Context: an optimization exercise on an open-source flow, tuned for small area, a short achievable clock period and few clock cycles per item. The choices shown serve that exercise and are no tape-out recipe. RTL that was checked went through simulation tests only; none was proved equivalent to the original. Power figures rest on the tool's default switching activity, not on a simulated workload.

old:
Design bigreg_bcd, start of the top module:
module bigreg_bcd (
    input  wire         clk,
    input  wire         rst,       
    input  wire         start,     
    input  wire         op,        
    input  wire [127:0] src,
    output wire         ready,
    output reg          done,
    output wire [255:0] result
);
    localparam K  = 4;             
    localparam NC = 128 / K;       
    localparam PW = $clog2(NC);
    localparam NI = 39;            
    localparam F0 = 26;            
    reg          busy;
    reg          last;             
    reg          op_r;
    reg          run_i, run_f;     
    reg [PW-1:0] ptr;              
    reg [K-1:0]  chunk_r;          
    reg [127:0]  work;
    reg [255:0]  res;
    assign ready  = !busy;
    assign result = res;
    reg [PW-1:0] top;
    integer c;
    always @(*) begin
        top = {PW{1'b0}};
        for (c = 1; c < NC - 1; c = c + 1)
            if (|src[c*K +: K])
                top = c;
    end
    wire top_nz = |src[127 -: K];
    wire [PW-1:0] q1    = (op | top_nz) ? NC - 2 : top;
    wire [PW-1:0] csel  = ptr ^ {PW{op_r}};
    wire [K-1:0]  chunk = work[csel*K +: K];
    reg  [K-1:0]  chunk_ord;
    integer j;
    always @(*)
        for (j = 0; j < K; j = j + 1)
            chunk_ord[j] = op_r ? chunk[j] : chunk[K-1-j];
    reg  [K-1:0]  chunk_in;
    always @(*)
        for (j = 0; j < K; j = j + 1)
  ...
Size: about 4800 cells after synthesis, roughly 400 flip-flops, about 30000 µm² of cells after synthesis.
export LEC_CHECK = 0
export ABC_AREA = 1
export CAP_MARGIN = 20
export CORE_MARGIN = 2
export CORE_UTILIZATION = 40
export SETUP_SLACK_MARGIN = 5
export SLEW_MARGIN = 20
create_clock -name core_clock -period 10.0 [get_ports {clk}]
standard.sh (not shown) runs the stock make flow with config.mk's settings and CLKGATE_MAP_FILE= SYNTH_SCRIPT=/design/flow/synth_recipe.tcl, a recipe that flattens the netlist after the stock synthesis.
==> flow/flow/run.sh <==
#!/bin/bash
set -euo pipefail
bash standard.sh SETUP_SLACK_MARGIN=6.5 finish > standard.log 2>&1
old ran to completion and came out clean on the timing, design-rule and antenna checks.
### old -> new
==> flow/run.sh (new file) <==
#!/bin/bash
# synth_recipe.tcl (not shown) runs the flow's synth.tcl, then flattens the netlist and writes it again
# the make line also repeats each setting of config.mk as NAME=value (left out here)
make -C /OpenROAD-flow-scripts/flow DESIGN_CONFIG=/design/flow/config.mk WORK_HOME=/design/flow/orfs CLKGATE_MAP_FILE= SYNTH_SCRIPT=/design/flow/synth_recipe.tcl finish
removed: flow/flow/run.sh
removed: flow/standard.sh
## What came out
new and old ended up with nearly the same cell count after placement. Required time of the worst setup path (higher): old. Re critical path data arrival time: new is 0.91 ns up on old. Total power delta (new -> old): insignificant. Changes observed in new relative to old: final routed wirelength across all metal layers went down; final worst clock skew went up; post-layout minimum cycle time went up; buffer share of cell area did not really move; number of antenna repair diodes went up.
No functional check of the RTL was part of any run of this note.


Setup of the previous run:
Another version of the RTL of bigreg_bcd (not shown whole).
Size: ~400 flip-flops, roughly 31,000 um2 of cells after synthesis.
Settings: LEC_CHECK=0, ABC_AREA=1, CAP_MARGIN=20, CORE_MARGIN=2, CORE_UTILIZATION=60, SETUP_SLACK_MARGIN=5, SLEW_MARGIN=20; clock period 10.0 ns.
==> flow/flow/run.sh <==
#!/bin/bash
set -euo pipefail
bash standard.sh SETUP_SLACK_MARGIN=6.9 \
  "BUFFER_PORTS_ARGS=-buffer_cell sky130_fd_sc_hd__buf_1" \
  "CTS_ARGS=-sink_clustering_enable -repair_clock_nets -dont_use_dummy_load" \
  finish > standard.log 2>&1
Testbench counts of the previous run, summed over its fixed seeds: cycles 10,856, items 384.
Here is what was changed in the inputs of the current run compared with the previous run.
-- flow/flow/run.sh --
<<< the previous run, line 3
bash standard.sh SETUP_SLACK_MARGIN=6.9 \
>>> the current run, line 3
bash standard.sh SETUP_SLACK_MARGIN=6.7 \
## What came out
[compare] base=the previous run new=the current run: proportion of cell area occupied by registers was more or less identical, buffers inserted during post-CTS setup optimization went down by 48, post-detailed-routing wire length went down by about 4%, critical path depth went down by 2, total of buffers placed on input and output ports was more or less identical.
Clock skew: the current run worse than the previous run
| time the worst path needs with I/O delays and setup | the current run vs the previous run | 77 ps higher |
The number of ordinary inverters in the final layout on the previous run is in line with that on the current run.


## JK
The RTL this note starts from:
==> flow/design.v <==
module bigreg_bcd (
    input  wire         clk,
    input  wire         rst,       
    input  wire         start,     
    input  wire         op,        
    input  wire [127:0] src,
    output wire         ready,
    output reg          done,
    output wire [255:0] result
);
    localparam K  = 4;             
    localparam NC = 128 / K;       
    localparam PW = $clog2(NC);
    localparam NI = 39;            
    localparam F0 = 26;            
    reg          busy;
    reg          first;            
    reg          last;             
    reg          op_r;
    reg [PW-1:0] ptr;              
    reg [K-1:0]  chunk_r;          
    reg [127:0]  work;
    reg [255:0]  res;
    assign ready  = !busy;
    assign result = res;
    reg [PW-1:0] top;
    integer c;
    always @(*) begin
        top = {PW{1'b0}};
        for (c = 1; c < NC - 1; c = c + 1)
            if (|work[c*K +: K])
                top = c;
    end
    wire top_nz = |work[127 -: K];
    wire [PW-1:0] q     = first ? ((op_r | top_nz) ? NC - 2 : top) : ptr;
    wire [PW-1:0] csel  = q ^ {PW{op_r}};
    wire [K-1:0]  chunk = work[csel*K +: K];
    reg  [K-1:0]  chunk_ord;
    integer j;
    always @(*)
        for (j = 0; j < K; j = j + 1)
            chunk_ord[j] = op_r ? chunk[j] : chunk[K-1-j];
    reg  [K-1:0]  chunk_in;
    always @(*)
        for (j = 0; j < K; j = j + 1)
            chunk_in[j] = op ? src[j] : src[127-j];
    wire [255:0] lv [0:K];
    assign lv[0] = res;
    genvar l, i;
    generate
        for (l = 0; l < K; l = l + 1) begin : g_lvl
            wire bit_in = chunk_r[l];
            wire [255:0] d = lv[l];
            wire [255:0] n;
            for (i = 0; i < 64; i = i + 1) begin : g_dig
                wire [3:0] x = d[4*i +: 4];
                wire [3:0] ni, nf;
                if (i < NI) begin : g_i
                    wire ci = (i == 0) ? bit_in
                            : (d[4*i-1] | (d[4*i-2] & (d[4*i-3] | d[4*i-4])));
                    wire m2 = (x[2] & ~x[1] & ~x[0]) | (x[3] & x[0]);
                    wire m1 = (~x[2] & x[1]) | (x[2] & x[1] & x[0]) | (x[3] & ~x[0]);
                    wire m0 = (~x[3] & ~x[2] & x[0]) | (x[2] & x[1] & ~x[0]) | (x[3] & ~x[0]);
                    assign ni = {m2, m1, m0, ci};
                end else begin : g_ni
                    assign ni = 4'd0;
                end
                if (i >= F0) begin : g_f
                    wire b  = (i == 63) ? bit_in : d[4*i+4];
                    wire t  = x[3] | (x[2] & x[1]);
                    wire f3 = b & t;
                    wire f2 = (b & ~t) | (~b & x[3]);
                    wire f1 = (b & x[2] & ~x[1]) | (b & ~x[2] & x[1]) | (~b & x[2]);
                    wire f0 = (b & ~x[1]) | (~b & x[1]);
                    assign nf = {f3, f2, f1, f0};
                end else begin : g_nf
                    assign nf = 4'd0;
                end
                if (i < F0) begin : g_oi
                    assign n[4*i +: 4] = ni;
                end else if (i >= NI) begin : g_of
                    assign n[4*i +: 4] = nf;
                end else begin : g_ob
                    assign n[4*i +: 4] = op_r ? nf : ni;
                end
            end
            assign lv[l+1] = n;
        end
    endgenerate
    wire run_i = busy & !op_r;
    wire run_f = busy &  op_r;
    wire [255:0] keep = {{(256-4*F0){run_f}}, {(4*F0){run_i}}} |
                        {{(256-4*NI){1'b0}}, {(4*(NI-F0)){busy}}, {(4*F0){1'b0}}};
    always @(posedge clk) begin
        if (rst) begin
            busy <= 1'b0;
            done <= 1'b0;
        end else begin
            done <= 1'b0;
            if (!busy) begin
                op_r    <= op;
                work    <= src;
                chunk_r <= chunk_in;
                first   <= 1'b1;
                last    <= 1'b0;
                if (start)
                    busy <= 1'b1;
            end else begin
                first   <= 1'b0;
                chunk_r <= chunk_ord;
                ptr     <= q - 1'b1;
                last    <= (q == {PW{1'b0}});
                if (last) begin
                    busy <= 1'b0;
                    done <= 1'b1;
                end
            end
        end
        res <= lv[K] & keep;
    end
endmodule
clock: 10.0 ns
lec_check: 0
abc_area: 1
cap_margin: 20
core_margin: 2
core_utilization: 40
setup_slack_margin: 5
slew_margin: 20
run.sh (not shown) runs the stock make flow with config.mk's settings and CLKGATE_MAP_FILE= SYNTH_SCRIPT=/design/flow/synth_recipe.tcl, a recipe that flattens the netlist after the stock synthesis.
Stock flow here: none of the scripts above is used.
JK has completed all stages; timing, DRC and antenna checks passed.
For MS, these inputs were changed with respect to JK:
Settings: SETUP_SLACK_MARGIN removed (was 5).
Results
- Delta (MS minus JK): core region area saw little to no change, share of cell area taken by flip-flops and latches shows no meaningful change, highest achievable clock rate shrank by 6.1%, power dropped 0.55%, worst voltage drop across the vdd grid lower.
No functional check of the RTL was part of any run of this note.


## red
bigreg_bcd with an RTL version that a note above also has.
Size in the first run: ~5200 cells after synthesis, ~400 flip-flops, ~390 I/O pins, ~31000 sq um of cells after synthesis.
Settings: LEC_CHECK=0, ABC_AREA=1, CAP_MARGIN=20, CORE_MARGIN=2, CORE_UTILIZATION=60, SETUP_SLACK_MARGIN=5, SLEW_MARGIN=20; clock period 10.0 ns.
standard.sh (not shown) runs the stock make flow with config.mk's settings and CLKGATE_MAP_FILE= SYNTH_SCRIPT=/design/flow/synth_recipe.tcl, a recipe that flattens the netlist after the stock synthesis.
==> flow/flow/run.sh <==
#!/bin/bash
set -euo pipefail
bash standard.sh SETUP_SLACK_MARGIN=6.8 \
  "BUFFER_PORTS_ARGS=-buffer_cell sky130_fd_sc_hd__buf_1" \
  "CTS_ARGS=-sink_clustering_enable -repair_clock_nets -dont_use_dummy_load -buf_list sky130_fd_sc_hd__clkbuf_8" \
  finish > standard.log 2>&1
Testbench counts of red, summed over its fixed seeds: cycles 10,856, items 384.
The following lists how blue was set up differently from red:
- a change of CORE_UTILIZATION from 60 to 70
==> flow/flow/run.sh <==
#!/bin/bash
set -euo pipefail
bash standard.sh SETUP_SLACK_MARGIN=6.8 \
  "BUFFER_PORTS_ARGS=-buffer_cell sky130_fd_sc_hd__buf_1" \
  "CTS_ARGS=-sink_clustering_enable -repair_clock_nets -dont_use_dummy_load" \
  finish > standard.log 2>&1
Findings:
- Between red and blue, the flow reports overall power consumption increasing by a few percent.
- Going from red to blue, area after synthesis has remained practically unchanged, via density per instance rose 5.4%, largest fanout on the critical path went up.
- Diff red -> blue: maximum frequency moved down, count of clock buffers in the final design moved down.
- blue vs red: area of all placed cells without fillers down by a few percent
- red → blue: setup slack went down 110 ps; final period utilization went up.
Changes in green relative to blue:
- CORE_UTILIZATION: 70 -> 60
==> flow/flow/run.sh <==
#!/bin/bash
set -euo pipefail
cp -r "$FLOW_HOME/scripts" scripts_mod
cp flow/abc_area.script scripts_mod/abc_area.script
bash standard.sh SCRIPTS_DIR="$PWD/scripts_mod" SETUP_SLACK_MARGIN=6.8 "BUFFER_PORTS_ARGS=-buffer_cell sky130_fd_sc_hd__buf_1" finish > standard.log 2>&1
==> flow/flow/abc_area.script (new file) <==
strash
&get -n
&deepsyn -T 60
&dch -f
&nf
&put
### Flow results
Logic gate share of total power: higher on green
Diff blue -> green: data arrival time at the worst-slack endpoint saw an increase, cell internal power dissipation +53%.
Compared with blue, in green count of cell types in the netlist moved up, final area moved up, number of global-route vias before repair moved down.
Input-level comparison between orange and green:
==> flow/flow/run.sh <==
#!/bin/bash
set -euo pipefail
bash standard.sh SETUP_SLACK_MARGIN=6.8 \
  "BUFFER_PORTS_ARGS=-buffer_cell sky130_fd_sc_hd__buf_1" \
  "CTS_ARGS=-sink_clustering_enable -repair_clock_nets -dont_use_dummy_load" \
  finish > standard.log 2>&1
removed: flow/flow/abc_area.script
==> run notes <==
On largest fanout on the critical path, the higher figure sits with green, not orange. In the reports for orange and green, the larger final cycle utilization of the critical path belongs to green. For total detailed-routing wirelength, dividing the value from orange by the value from green gives 0.862. Delta(fraction of the mapped netlist area in compound gates, orange - green) < 0. Compared with green, orange shows a higher via count. orange vs green: number of well-tap cells placed up in orange.


Another version of the RTL of bigreg_bcd (not shown whole).
Size in the first run: about 400 flip-flops, ~390 I/O pins, roughly 31000 um2 of cells after synthesis.
## bigreg_bcd
module bigreg_bcd (
    input  wire         clk,
    input  wire         rst,       
    input  wire         start,     
    input  wire         op,        
    input  wire [127:0] src,
    output wire         ready,
    output reg          done,
    output wire [255:0] result
);
==> flow/config.mk <==
export PLATFORM = sky130hd
export DESIGN_NAME = bigreg_bcd
export DESIGN_NICKNAME = bigreg_bcd
export VERILOG_FILES = /design/flow/design.v
export SDC_FILE = /design/flow/constraint.sdc
export NUM_CORES = 4
export LEC_CHECK = 0
export ABC_AREA = 1
export CAP_MARGIN = 20
export CORE_MARGIN = 2
export CORE_UTILIZATION = 40
export SETUP_SLACK_MARGIN = 5
export SLEW_MARGIN = 20
==> flow/constraint.sdc <==
create_clock -name core_clock -period 10.0 [get_ports {clk}]
set_input_delay 2.0000 -clock core_clock [delete_from_list [all_inputs] [get_ports {clk}]]
set_output_delay 2.0000 -clock core_clock [all_outputs]
set_load 0.01 [all_outputs]
==> flow/flow/run.sh <==
#!/bin/bash
set -euo pipefail
bash standard.sh SETUP_SLACK_MARGIN=6.0 finish > standard.log 2>&1
Then changed:
==> flow/flow/run.sh (replaced) <==
#!/bin/bash
set -euo pipefail
bash standard.sh SETUP_SLACK_MARGIN=6.8 "BUFFER_PORTS_ARGS=-buffer_cell sky130_fd_sc_hd__buf_1" finish > standard.log 2>&1
- CORE_UTILIZATION: 40 -> 60
Outcome: Clock skew is higher by 23 ps; final area goes down by a few percent; first-iteration DRC count came out higher by a quarter to a third; cell count is lower by a few percent; global-route usage goes up by 9.4 points; power barely changes; synthesized area does not change; via count climbs by a few percent; worst setup slack gains 660 ps.
Function was not checked in any run of this note: the RTL went through the layout flow alone.


bigreg_bcd again, from the RTL that the note above started with.
==> flow/config.mk <==
export PLATFORM = sky130hd
export DESIGN_NAME = bigreg_bcd
export DESIGN_NICKNAME = bigreg_bcd
export VERILOG_FILES = /design/flow/design.v
export SDC_FILE = /design/flow/constraint.sdc
export NUM_CORES = 4
export LEC_CHECK = 0
export ABC_AREA = 1
export CAP_MARGIN = 20
export CORE_MARGIN = 2
export CORE_UTILIZATION = 60
export SETUP_SLACK_MARGIN = 5
export SLEW_MARGIN = 20
==> flow/constraint.sdc <==
create_clock -name core_clock -period 10.0 [get_ports {clk}]
set_input_delay 2.0000 -clock core_clock [delete_from_list [all_inputs] [get_ports {clk}]]
set_output_delay 2.0000 -clock core_clock [all_outputs]
set_load 0.01 [all_outputs]
==> flow/flow/run.sh <==
#!/bin/bash
set -euo pipefail
bash standard.sh SETUP_SLACK_MARGIN=6.5 "BUFFER_PORTS_ARGS=-buffer_cell sky130_fd_sc_hd__buf_1" finish > standard.log 2>&1
Rerun with:
==> flow/flow/run.sh (replaced) <==
#!/bin/bash
set -euo pipefail
bash standard.sh SETUP_SLACK_MARGIN=6.5 finish > standard.log 2>&1
CORE_UTILIZATION = 40   (was 60)
=> Routed wire length came out higher by 8.0%. Power is higher by 2.4%. Setup slack got worse by 0.0080 ns. Sequential cell count stays the same.
No functional check of the RTL was part of any run of this note.

-- port drivers added, routing unchanged --
In the flow no input, the clock included, has a driving cell. The finished layouts below were timed again as built, in two steps. Step 1 (the two cells are an assumption about what drives the block):
set clk [get_ports {clk}]
set_driving_cell -lib_cell sky130_fd_sc_hd__clkbuf_16 $clk
set_driving_cell -lib_cell sky130_fd_sc_hd__buf_2 [delete_from_list [all_inputs] $clk]
Step 2, shift: input delay + t, output delay - t, t = (earliest + latest rising clock arrival at the registers) / 2. This alone moves slack from input paths to output paths. Three values: ideal ports, drivers, drivers and shift; two values: the first two.
| run | shift t [ns] | slack for setup (ns) | worst hold slack (ns) | latest minus earliest clock arrival (ns) | slew at the worst register clock pin (ns) |
|---|---|---|---|---|---|
| old | 0.667 | 6.340 / 6.366 / 5.699 | 0.594 / 0.594 / 0.594 | 0.045 / 0.044 | 0.07 / 0.07 |
| new | 0.657 | 5.422 / 5.463 / 4.807 | 0.541 / 0.541 / 0.541 | 0.051 / 0.051 | 0.06 / 0.06 |
| the previous run | 0.635 | 6.795 / 6.730 / 6.241 | 0.519 / 0.519 / 0.519 | 0.044 / 0.045 | 0.07 / 0.07 |
| the current run | 0.629 | 6.718 / 6.655 / 6.120 | 0.513 / 0.513 / 0.513 | 0.069 / 0.069 | 0.06 / 0.06 |
| JK | 0.675 | 5.471 / 5.471 / 5.471 | 0.509 / 0.509 / 0.509 | 0.019 / 0.019 | 0.06 / 0.06 |
| MS | 0.670 | 5.179 / 5.179 / 5.179 | 0.497 / 0.497 / 0.497 | 0.032 / 0.032 | 0.06 / 0.06 |
| red | 0.701 | 6.694 / 6.630 / 6.141 | 0.512 / 0.512 / 0.512 | 0.053 / 0.053 | 0.07 / 0.07 |
| blue | 0.642 | 6.580 / 6.580 / 6.099 | 0.510 / 0.510 / 0.510 | 0.070 / 0.070 | 0.07 / 0.07 |
| green | 0.669 | 6.180 / 6.180 / 5.791 | 0.460 / 0.460 / 0.460 | 0.040 / 0.039 | 0.07 / 0.07 |
| orange | 0.631 | 6.744 / 6.682 / 6.219 | 0.504 / 0.504 / 0.504 | 0.068 / 0.067 | 0.06 / 0.06 |
| the first run of note 5 | 0.675 | 6.065 / 6.000 / 5.488 | 0.492 / 0.492 / 0.492 | 0.026 / 0.026 | 0.06 / 0.06 |
| the second run of note 5 | 0.662 | 6.727 / 6.665 / 6.091 | 0.524 / 0.524 / 0.524 | 0.049 / 0.048 | 0.07 / 0.07 |
| the first run of note 6 | 0.646 | 6.555 / 6.493 / 6.002 | 0.524 / 0.524 / 0.524 | 0.030 / 0.030 | 0.07 / 0.07 |
| the second run of note 6 | 0.673 | 6.547 / 6.483 / 5.901 | 0.486 / 0.486 / 0.486 | 0.030 / 0.030 | 0.06 / 0.06 |
After both steps every run listed still meets setup and hold. The setup slack of the second run of note 6, which loses most, moves by -0.064 ns with the drivers and by -0.646 ns with both steps.
